Background: an optimization exercise with open tools, aiming at small area, a short achievable clock period and few clock cycles per item. Do not read the settings as production practice. The RTL was checked by simulation tests, not by an equivalence proof against the original design.

==> fjord: inputs <==
==> flow/design.v (excerpt) <==
module fp_codec (
    input  wire         clk,
    input  wire         rst,
    input  wire         in_valid,
    output wire         in_ready,
    input  wire         in_op,
    input  wire [31:0]  in_word,
    input  wire         in_neg,
    input  wire [135:0] in_num,
    input  wire [135:0] in_den,
    output reg          out_valid,
    output reg          out_op,
    output reg  [31:0]  out_word,
    output reg  [1:0]   out_fault,
    output reg  [136:0] out_dec
);
==> flow/config.mk <==
export PLATFORM = sky130hd
export DESIGN_NAME = fp_codec
export DESIGN_NICKNAME = fp_codec
export VERILOG_FILES = /design/flow/design.v
export SDC_FILE = /design/flow/constraint.sdc
export NUM_CORES = 4
export LEC_CHECK = 0
export CAP_MARGIN = 20
export CORE_MARGIN = 2
export CORE_UTILIZATION = 40
export PLACE_DENSITY = 0.6
export SETUP_SLACK_MARGIN = 5
export SLEW_MARGIN = 20
==> flow/constraint.sdc <==
create_clock -name core_clock -period 11.0 [get_ports {clk}]
set_input_delay 2.2000 -clock core_clock [delete_from_list [all_inputs] [get_ports {clk}]]
set_output_delay 2.2000 -clock core_clock [all_outputs]
set_load 0.01 [all_outputs]
run.sh (not shown) runs the stock make flow with config.mk's settings and CLKGATE_MAP_FILE= SYNTH_SCRIPT=/design/flow/synth_recipe.tcl, a recipe that flattens the netlist after the stock synthesis.
==> inputs of quartz, as changes to fjord <==
--- a/flow/config.mk
+++ b/flow/config.mk
@@ -10,4 +10,3 @@
 export CORE_UTILIZATION = 40
 export PLACE_DENSITY = 0.6
-export SETUP_SLACK_MARGIN = 5
 export SLEW_MARGIN = 20
==> run notes <==
quartz went through all stages and came out clean. fjord passed the timing, DRC and antenna checks.
Between quartz and fjord, the lower cell count is in quartz (gap about 0.56%, measured against fjord).
Between quartz and fjord, the lower critical path depth is in fjord (gap 9).
Between quartz and fjord, the lower via count is in quartz (gap 1.5%, measured against fjord).
Of fjord and quartz, quartz has the higher clock skew (gap 0.025 ns).
Against fjord, the global-route usage of quartz is lower by 0.37 points.
Fmax: fjord is higher than quartz (about 30%).
Between fjord and quartz, the lower first-iteration DRC count is in quartz (gap 11%, measured against quartz).
==> figures <==
	quartz	fjord
Sum of routed wire segments on met1	110,600 µm	111,100 µm
Max Fanout on Critical Path	146	47
Multi-input gate share of the layout cell area	56.46%	56.20%
Met3 Track Usage GR	5.489%	5.795%
Number of antenna cells inserted	5	6
Most prevalent standard cell on the critical path	o21ai_0	buf_4
Setup fix buffers added after clock tree synthesis	0	12
Placed inst area	0.07164 mm²	0.07153 mm²
Critical path's slowest cell	or4_1	a2111oi_4
Inserted Clock Buffers	94	96
CTS resizes	0	65
Number of nets in the layout	8,778	8,830
Total via count in the routed design	60,288	61,187
Result of the run	timing/DRC/antenna clean	timing/DRC/antenna clean
Testbench counts of fjord, summed over its fixed seeds: cycles 20,766, items 4,800.
Testbench counts of quartz, summed over its fixed seeds: cycles 20,766, items 4,800.

==> v24: inputs <==
fp_codec, a different RTL version from the one above (not shown whole).
Settings: LEC_CHECK=0, CAP_MARGIN=20, CORE_MARGIN=2, CORE_UTILIZATION=55, PLACE_DENSITY=0.72, SETUP_SLACK_MARGIN=5, SLEW_MARGIN=20, SYNTH_MEMORY_MAX_BITS=32768; clock period 11.0 ns.
==> v10 (differences from v24) <==
--- a/flow/design.v
+++ b/flow/design.v
@@ -17,23 +17,21 @@
     localparam integer K    = 4;           
     localparam integer NDIV = 24 / K;      
     localparam FAULT_NONE      = 2'd0;
     localparam FAULT_OVERFLOW  = 2'd1;
     localparam FAULT_UNDERFLOW = 2'd2;
     wire take = in_valid & in_ready & ~rst;
     reg          a_n1, a_n2, a_rdy;    
     reg          b_div, b_fin, b_out;  
-    reg  [3:0]   ecnt;
-    wire         b_last = b_div & (ecnt == NDIV - 1);
     wire         a_has = a_n1 | a_n2 | a_rdy;
-    wire         a_go  = a_rdy & (~b_div | b_last);    
+    wire         a_go  = a_rdy & ~b_div;               
     wire         a_free = ~a_n1 & ~a_n2 & (~a_rdy | a_go);
     reg          d2_v, d3_v;
-    localparam integer QD = 5;
+    localparam integer QD = 6;
     reg  [31:0]  qw [0:QD-1];
     reg  [QD-1:0] qv;           
     reg  [1:0]   qc [0:QD-1];   
     wire         q_full  = qv[QD-1];
     wire         q_head  = qv[0] & ((qc[0] == 2'd0) | ((qc[0] == 2'd1) & b_fin));
     wire [1:0]   e_infl  = {1'b0, a_has} + {1'b0, b_div};    
     wire         d_take  = take & ~in_op;
     wire         d_issue = q_head | (d_take & ~qv[0] & (e_infl == 2'd0));
@@ -79,16 +77,17 @@
         d3_val <= d2_val;
         d3_lsh <= d2_lsh;
     end
     always @(*) out_dec = {{104{d3_val[32]}}, d3_val} << d3_lsh;
     reg  [135:0] na, nd;
     reg  [7:0]   lzd;
     reg  signed [9:0] ebf;      
     reg          negf, zerof;
+    reg  [3:0]   ecnt;
     reg  [138:0] rs, rc;        
     reg  [135:0] rd;            
     reg          rp;            
     reg  [25:0]  rq, rqm;       
     reg  signed [9:0] eb;       
     reg          eneg, ezero;
     assign in_ready = in_op ? a_free : ~q_full;
     wire [7:0]   nrm_lz;
@@ -175,33 +174,20 @@
             else if (b > 10'sd255)
                 pack = {FAULT_OVERFLOW, 32'd0};
             else if (b < 10'sd0)
                 pack = {FAULT_UNDERFLOW, 32'd0};
             else
                 pack = {FAULT_NONE, neg, b[7:0], q[24] ? q[23:1] : q[22:0]};
         end
     endfunction
-    reg  [138:0] fs, fc;
-    reg  [25:0]  fq, fqm;
-    reg  signed [9:0] feb;
-    reg          fneg, fzero;
-    always @(posedge clk) if (b_last) begin
-        fs    <= ss[K];
-        fc    <= sc[K];
-        fq    <= sq[K];
-        fqm   <= sqm[K];
-        feb   <= eb;
-        fneg  <= eneg;
-        fzero <= ezero;
-    end
     wire         f_neg;
-    fpc_sign #(.W(139), .L(8)) u_sign (.a(fs), .b(fc), .s(f_neg));
-    wire [33:0]  f_wq  = pack(fq, feb, fneg, fzero);
-    wire [33:0]  f_wqm = pack(fqm, feb, fneg, fzero);
+    fpc_sign #(.W(139), .L(8)) u_sign (.a(rs), .b(rc), .s(f_neg));
+    wire [33:0]  f_wq  = pack(rq, eb, eneg, ezero);
+    wire [33:0]  f_wqm = pack(rqm, eb, eneg, ezero);
     always @(posedge clk) if (b_fin) {out_fault, out_word} <= f_neg ? f_wqm : f_wq;
     wire e_take = take & in_op;
     always @(posedge clk) begin
         if (rst) begin
             a_n1  <= 1'b0;
             a_n2  <= 1'b0;
             a_rdy <= 1'b0;
             b_div <= 1'b0;
@@ -210,18 +196,18 @@
             d2_v  <= 1'b0;
             d3_v  <= 1'b0;
         end else begin
             d2_v  <= d_issue;
             d3_v  <= d2_v;
             a_n1  <= e_take;
             a_n2  <= a_n1;
             a_rdy <= a_n2 | (a_rdy & ~a_go);
-            b_div <= a_go | (b_div & ~b_last);
-            b_fin <= b_last;
+            b_div <= a_go | (b_div & (ecnt != NDIV - 1));
+            b_fin <= b_div & (ecnt == NDIV - 1);
             b_out <= b_fin;
         end
     end
     always @(posedge clk) begin
         if (a_n1)        na <= nd;
         else if (a_n2)   na <= nrm_out;
         else if (a_free) na <= in_den;
         if (a_n1)        nd <= nrm_out;
- CORE_UTILIZATION: 55 -> 40
- PLACE_DENSITY: 0.72 -> 0.6
==> summary.md <==
| Metric | Value |
|---|---|
| RePlAce Congestion | `0.990` |
| Status | `timing/DRC/antenna clean` |
| Postcts setup bufs | `65` |
| Tightest hold margin | `329 ps` |
| Syn Nets | `10926` |
| Vias per cell | `5.97` |
| Post-Synth Simple-Gate Area | `13.1%` |
| Final min period | `6400 ps` |
| Post-DR wirelength/cell | `26.4 um` |
| Critical Path Sink | `rs[76]$_DFF_P_` |
| RR Endpoint | `rs[76]$_DFF_P_` |
| NonClk Buf Share | `8.32%` |
| Final wirelength | `344000 um` |
| Die span in x | `473 um` |
| Top FF cell, synth | `dfxtp_1` |
| Via Count | `77769` |
-- figures above: v10

==> summary.md <==
| Metric | Value |
|---|---|
| Status | `timing/DRC/antenna clean` |
| Syn Nets | `11193` |
| RR Endpoint | `rs[71]$_DFF_P_` |
| Final min period | `6500 ps` |
| Post-Synth Simple-Gate Area | `12.0%` |
| NonClk Buf Share | `9.19%` |
| Postcts setup bufs | `159` |
| Tightest hold margin | `327 ps` |
| Vias per cell | `6.56` |
| Critical Path Sink | `rs[71]$_DFF_P_` |
| Post-DR wirelength/cell | `30.9 um` |
| Via Count | `84057` |
| Die span in x | `422 um` |
-- figures above: v24

Testbench counts of v24, summed over its fixed seeds: cycles 10,918, items 4,800.
Testbench counts of v10, summed over its fixed seeds: cycles 11,934, items 4,800.

-- separate check: timing with driven ports --
Ports are ideal in the flow. The routed layouts listed here were re-timed in OpenROAD. Step 1 sets driving cells, clkbuf_16 on the clock port and buf_2 on the other inputs (assumed; they add their load-dependent delay and slew). Step 2 times the ports against the registers' clock, not the clock port: input delays grow and output delays shrink by t, the midpoint of the rising clock arrivals with the driver on. a / b / c = ideal / step 1 / step 2; a / b = the first two.
run	t (ns)	slack for setup (ns)	worst hold slack (ns)	worst setup path after step 2	worst data-port slew with drivers (ns)
fjord	0.824	4.942 / 4.942 / 4.942	0.371 / 0.371 / 0.371	register to register	0.11
quartz	0.823	3.015 / 3.015 / 3.015	0.371 / 0.371 / 0.371	register to register	0.11
v24	0.916	4.501 / 4.501 / 4.445	0.327 / 0.327 / 0.327	input to register	0.19
v10	0.920	4.597 / 4.597 / 4.456	0.329 / 0.329 / 0.329	input to register	0.21
After both steps setup and hold are still met in every run listed. The setup slack of v10, which loses most, moves by 0.000 ns with the drivers and by -0.141 ns with both steps.
